This design comes from an exercise in tuning for small area, a short achievable clock period and few clock cycles on the open sky130 flow, not from production work. The RTL was checked by simulation tests, not by an equivalence proof against the original design. Power and IR drop assume default switching activity.

## openlst_rf_codec
module openlst_rf_codec (
    input  wire        clk,
    input  wire        rst,
    input  wire [15:0] self_id,
    input  wire        fwd_en,
    input  wire        rx_valid,
    input  wire [7:0]  rx_data,
    output wire        rx_ready,
    output wire        pay_valid,
    output wire [7:0]  pay_data,
    output wire        res_valid,
    output wire [1:0]  res_status,
    output wire [1:0]  res_route,
    output wire [7:0]  res_len,
    output wire [15:0] res_dev_id,
    output wire [15:0] res_seq,
    output wire [7:0]  res_subsys,
    output wire [7:0]  res_opcode,
    output wire        res_fbit,
    input  wire        tx_valid,
    input  wire [7:0]  tx_data,
    input  wire        tx_fbit,
    output wire        tx_ready,
    output wire        pkt_valid,
    output wire [7:0]  pkt_data,
    input  wire        pkt_ready,
    output wire [31:0] cnt_good,
    output wire [31:0] cnt_rej_crc,
    output wire [31:0] cnt_rej_other,
    output wire [31:0] cnt_sent
);
Settings: LEC_CHECK=0, CAP_MARGIN=20, CORE_MARGIN=2, CORE_UTILIZATION=70, CTS_CLUSTER_DIAMETER=100, CTS_CLUSTER_SIZE=30, PLACE_DENSITY=0.8, SETUP_SLACK_MARGIN=2.7, SLEW_MARGIN=20; clock period 5.0 ns.
standard.sh (not shown) runs the stock make flow with config.mk's settings and CLKGATE_MAP_FILE= SYNTH_SCRIPT=/design/flow/synth_recipe.tcl, a recipe that flattens the netlist after the stock synthesis.
==> flow/flow/run.sh <==
#!/bin/bash
# Standard layout, with the port buffers made from buf_2 cells.
set -euo pipefail
export BUFFER_PORTS_ARGS="-buffer_cell sky130_fd_sc_hd__buf_2"
bash standard.sh > flow_standard.log 2>&1
The baseline ran to the end with no violations.
Testbench counts at the start, summed over its fixed seeds: cycles 102,794.
Next try:
CORE_UTILIZATION = 40   (was 70)
PLACE_DENSITY = 0.6   (was 0.8)
SETUP_SLACK_MARGIN = 2.8   (was 2.7)
The changed run completed with no timing, DRC or antenna violations.
Synthesized area stays the same.
Die area rises by 73%.
Sequential cell count stays the same.
Maximum frequency goes up by 2.5%.
Next try:
==> flow/flow/run.sh (replaced) <==
#!/bin/bash
# Standard layout, with the port buffers made from buf_1 cells.
set -euo pipefail
export BUFFER_PORTS_ARGS="-buffer_cell sky130_fd_sc_hd__buf_1"
bash standard.sh > flow_standard.log 2>&1
CORE_UTILIZATION = 70   (was 40)
PLACE_DENSITY = 0.8   (was 0.6)
Outcome: Flip-flop and latch count does not change. Total power barely changes. Final cell count drops by 9.6%.
Next try:
==> flow/flow/run.sh (replaced) <==
#!/bin/bash
# Standard layout, with the port buffers made from buf_2 cells.
set -euo pipefail
export BUFFER_PORTS_ARGS="-buffer_cell sky130_fd_sc_hd__buf_2"
bash standard.sh > flow_standard.log 2>&1
ABC_AREA = 1   (was unset)
CORE_UTILIZATION = 40   (was 70)
PLACE_DENSITY = 0.6   (was 0.8)
=>
- The changed run produced a clean layout
- clock skew came out lower by 0.015 ns
- power came out higher by a quarter to a third
- clock-buffer cell count came out lower by 5
- non-clock buffer count came out higher by 39

* * *

Another version of the RTL of openlst_rf_codec (not shown whole).
Size: ~1300 cells after synthesis, about 300 flip-flops, roughly 250 I/O pins.
export LEC_CHECK = 0
export CAP_MARGIN = 20
export CORE_MARGIN = 2
export CORE_UTILIZATION = 70
export CTS_CLUSTER_DIAMETER = 100
export CTS_CLUSTER_SIZE = 30
export GPL_TIMING_DRIVEN = 0
export PLACE_DENSITY = 0.8
export SETUP_SLACK_MARGIN = 2.8
export SLEW_MARGIN = 20
create_clock -name core_clock -period 5.0 [get_ports {clk}]
==> flow/flow/run.sh <==
#!/bin/bash
# Standard layout, with the port buffers made from buf_1 cells.
set -euo pipefail
export BUFFER_PORTS_ARGS="-buffer_cell sky130_fd_sc_hd__buf_1"
bash standard.sh > flow_standard.log 2>&1
Testbench counts at the start, summed over its fixed seeds: cycles 102,794.
==> next run, changes <==
==> flow/flow/run.sh (replaced) <==
#!/bin/bash
# Standard layout, with the port buffers made from buf_2 cells.
set -euo pipefail
export BUFFER_PORTS_ARGS="-buffer_cell sky130_fd_sc_hd__buf_2"
bash standard.sh > flow_standard.log 2>&1
- GPL_TIMING_DRIVEN: 0 -> default
=> Synthesized area does not change; sequential power came out higher by about 3%; non-clock buffer count decreases by 46; total power hardly moves; flip-flop and latch count does not change; critical path depth came out lower by 5.
==> next run, changes <==
==> flow/flow/run.sh (replaced) <==
#!/bin/bash
# Standard layout, with the port buffers made from buf_1 cells.
set -euo pipefail
export BUFFER_PORTS_ARGS="-buffer_cell sky130_fd_sc_hd__buf_1"
bash standard.sh > flow_standard.log 2>&1
- SETUP_SLACK_MARGIN: 2.8 -> 2.87
After rerunning: Global-route usage stays flat. Utilization is higher by 0.65 points. Final cell count is higher by about 1.8%. Synthesized area is unchanged. Sequential power stays flat.
==> next run, changes <==
- SETUP_SLACK_MARGIN: 2.87 -> 2.8
The changed run finished with timing, DRC and antenna clean.
Register-to-register slack barely changes.
Die area stays the same.
Area after synthesis stays the same.
Hold slack gets better by 0.0086 ns.
Final area fell by about 3%.
Sequential share of layout area is higher by 0.90 points.
Total power goes down by about 3%.
Setup slack degrades by 0.0075 ns.
Core utilization is lower by 2.5 points.

* * *

run A:
openlst_rf_codec, a different RTL version from the one above (not shown whole).
Size: roughly 1400 cells after synthesis, roughly 300 flip-flops.
Settings: LEC_CHECK=0, CAP_MARGIN=20, CORE_MARGIN=2, CORE_UTILIZATION=40, PLACE_DENSITY=0.6, SLEW_MARGIN=20; clock period 5.0 ns.
==> flow/flow/run.sh <==
#!/bin/bash
# Standard layout, with the port buffers made from buf_2 cells.
set -euo pipefail
export BUFFER_PORTS_ARGS="-buffer_cell sky130_fd_sc_hd__buf_2"
bash standard.sh > flow_standard.log 2>&1
Run A: all stages complete, timing, DRC and antenna checks passed
Testbench counts of run A, summed over its fixed seeds: cycles 102,794.
diff inputs: run A => run B
# run A
export LEC_CHECK = 0
export CAP_MARGIN = 20
export CORE_MARGIN = 2
export CORE_UTILIZATION = 40
export PLACE_DENSITY = 0.6
export SLEW_MARGIN = 20
create_clock -name core_clock -period 5.0 [get_ports {clk}]
# run B
export LEC_CHECK = 0
export CAP_MARGIN = 20
export CORE_MARGIN = 2
export CORE_UTILIZATION = 40
export PLACE_DENSITY = 0.6
export SETUP_SLACK_MARGIN = 3.3
export SLEW_MARGIN = 20
create_clock -name core_clock -period 5.0 [get_ports {clk}]
Notes after the runs:
- No stage failed in run B, and the final checks on the layout all came back clean.
- Run B vs run A, all-layer global routing usage went up by 3.1 points.
- Cmp run A and run B / hold slack / higher: run B
- First-pass iteration count of the detailed router in run B vs run A: up 2
- Cmp run A and run B / data arrival time at the worst-slack endpoint / higher: run A
- u_tx.state[2] as the launching element of the worst setup path was reported by run A, and u_rx.crc[12] by run B.
- Run B vs. run A: power share of the sequential group went down 3.9 points, fmax up 28%, initial antenna violation count decreased by 1 relative to the old numbers.
- Going from run A to run B, non-filler instance count after layout saw an increase, final critical-path required period saw a decrease, via count saw an increase.
#### Input delta (run C over run B)
# run B
export LEC_CHECK = 0
export CAP_MARGIN = 20
export CORE_MARGIN = 2
export CORE_UTILIZATION = 40
export PLACE_DENSITY = 0.6
export SETUP_SLACK_MARGIN = 3.3
export SLEW_MARGIN = 20
create_clock -name core_clock -period 5.0 [get_ports {clk}]
# run C
export LEC_CHECK = 0
export CAP_MARGIN = 20
export CORE_MARGIN = 2
export CORE_UTILIZATION = 40
export PLACE_DENSITY = 0.6
export SETUP_SLACK_MARGIN = 3
export SLEW_MARGIN = 20
create_clock -name core_clock -period 5.0 [get_ports {clk}]
## What came out
Switching power as a share of total power (run C over run B): decrease, 0.98 points. As far as count of input and output buffers goes, run C and run B are indistinguishable; the numbers are identical. Diff run B -> run C | total routed wire length on the met1 layer | down by more than 10%. Measured against each other, run C and run B differ in number of cells on the worst hold path, the lower figure coming from run C. Taking run B as the reference, in run C via count of the first global-routing pass now smaller; power density over cell area now larger; worst hold slack now smaller; worst-path maximum fanout now larger; final layout net count now smaller. Compared with run B, in run C setup slack of the critical path after layout decreased by 0.028 ns relative to the old numbers, post-placement cell count ~0 delta.

* * *

openlst_rf_codec with an RTL version that a note above also has.
Size in the first run: about 0.014 sq mm of cells after synthesis.
==> flow/config.mk <==
export PLATFORM = sky130hd
export DESIGN_NAME = openlst_rf_codec
export DESIGN_NICKNAME = openlst_rf_codec
export VERILOG_FILES = /design/flow/design.v
export SDC_FILE = /design/flow/constraint.sdc
export NUM_CORES = 4
export LEC_CHECK = 0
export CAP_MARGIN = 10
export CORE_MARGIN = 2
export CORE_UTILIZATION = 65
export CTS_CLUSTER_DIAMETER = 100
export CTS_CLUSTER_SIZE = 30
export PLACE_DENSITY = 0.75
export SETUP_SLACK_MARGIN = 2.8
export SLEW_MARGIN = 10
==> flow/constraint.sdc <==
create_clock -name core_clock -period 5.0 [get_ports {clk}]
set_input_delay 1.0000 -clock core_clock [delete_from_list [all_inputs] [get_ports {clk}]]
set_output_delay 1.0000 -clock core_clock [all_outputs]
set_load 0.01 [all_outputs]
==> flow/flow/run.sh <==
#!/bin/bash
# Standard layout, with the port buffers made from buf_1 cells.
set -euo pipefail
export BUFFER_PORTS_ARGS="-buffer_cell sky130_fd_sc_hd__buf_1"
bash standard.sh > flow_standard.log 2>&1
The starting point finished with timing, DRC and antenna clean.
Testbench counts at the start, summed over its fixed seeds: cycles 102,794.
==> next run, changes <==
- CAP_MARGIN: 10 -> 20
- CORE_UTILIZATION: 65 -> 70
- CTS_BUF_LIST: default -> sky130_fd_sc_hd__clkbuf_8 sky130_fd_sc_hd__clkbuf_16
- CTS_CLUSTER_DIAMETER: 100 -> 70
- CTS_CLUSTER_SIZE: 30 -> 20
- PLACE_DENSITY: 0.75 -> 0.8
- SLEW_MARGIN: 10 -> 20
What happened:
- sequential share of layout area shrinks by 0.29 points
- via count grows by a few percent
- routed wire length grows by a few percent
==> next run, changes <==
- CTS_BUF_LIST: sky130_fd_sc_hd__clkbuf_8 sky130_fd_sc_hd__clkbuf_16 -> default
- CTS_CLUSTER_DIAMETER: 70 -> 80
- CTS_CLUSTER_SIZE: 20 -> 24
=> Synthesized cell count stays the same; setup slack got worse by 0.012 ns; cell area went down by 0.34%; maximum frequency decreases by about 0.55%; total power falls by 1.2%; routed wire length came out lower by about 0.8%; cell count falls by 0.34%; clock skew drops by 0.0084 ns.

[static timing again, ports no longer ideal]
In the flow no input, the clock included, has a driving cell. The finished layouts below were timed again as built, in two steps.
Step 1 assumes that a clkbuf_16 drives the clock port and a buf_2 every other input.
Step 2 moves the port delays by t, midway between the first and last clock arrival at a register: inputs arrive t later, outputs are due t later. That takes back most of the time a late clock gives input paths.
a / b / c = ideal ports / drivers / drivers and shift; a / b = the first two.
| run | shift t [ns] | setup WS [ns] | hold slack, ns | worst setup path at the end | clock arrival spread, ns |
|---|---|---|---|---|---|
| the first run of note 1 | 0.520 | 2.767 / 2.724 / 2.302 | 0.477 / 0.477 / 0.477 | input to register | 0.045 / 0.045 |
| the second run of note 1 | 0.548 | 2.822 / 2.792 / 2.418 | 0.466 / 0.466 / 0.466 | input to register | 0.025 / 0.025 |
| the third run of note 1 | 0.532 | 2.806 / 2.763 / 2.380 | 0.487 / 0.487 / 0.487 | input to register | 0.037 / 0.038 |
| the fourth run of note 1 | 0.552 | 2.829 / 2.781 / 2.286 | 0.473 / 0.473 / 0.473 | input to register | 0.021 / 0.021 |
| the first run of note 2 | 0.528 | 2.797 / 2.781 / 2.307 | 0.452 / 0.452 / 0.452 | input to register | 0.039 / 0.039 |
| the second run of note 2 | 0.530 | 2.833 / 2.786 / 2.355 | 0.478 / 0.478 / 0.478 | input to register | 0.042 / 0.041 |
| the third run of note 2 | 0.531 | 2.848 / 2.803 / 2.435 | 0.484 / 0.484 / 0.484 | input to register | 0.044 / 0.044 |
| the fourth run of note 2 | 0.525 | 2.841 / 2.795 / 2.399 | 0.492 / 0.492 / 0.492 | input to register | 0.038 / 0.038 |
| run A | 0.553 | 2.207 / 2.207 / 2.154 | 0.442 / 0.442 / 0.442 | input to register | 0.023 / 0.023 |
| run B | 0.562 | 2.823 / 2.822 / 2.537 | 0.478 / 0.478 / 0.478 | input to register | 0.021 / 0.020 |
| run C | 0.544 | 2.795 / 2.795 / 2.481 | 0.464 / 0.464 / 0.464 | input to register | 0.017 / 0.017 |
| the first run of note 4 | 0.520 | 2.845 / 2.801 / 2.393 | 0.485 / 0.485 / 0.485 | input to register | 0.047 / 0.047 |
| the second run of note 4 | 0.542 | 2.843 / 2.798 / 2.410 | 0.487 / 0.487 / 0.487 | input to register | 0.021 / 0.020 |
| the third run of note 4 | 0.530 | 2.831 / 2.785 / 2.381 | 0.484 / 0.484 / 0.484 | input to register | 0.011 / 0.011 |
After both steps setup and hold are still met in every run listed. For the fourth run of note 1, which loses most, drivers alone change the setup slack by -0.048 ns; drivers and shift together by -0.543 ns.
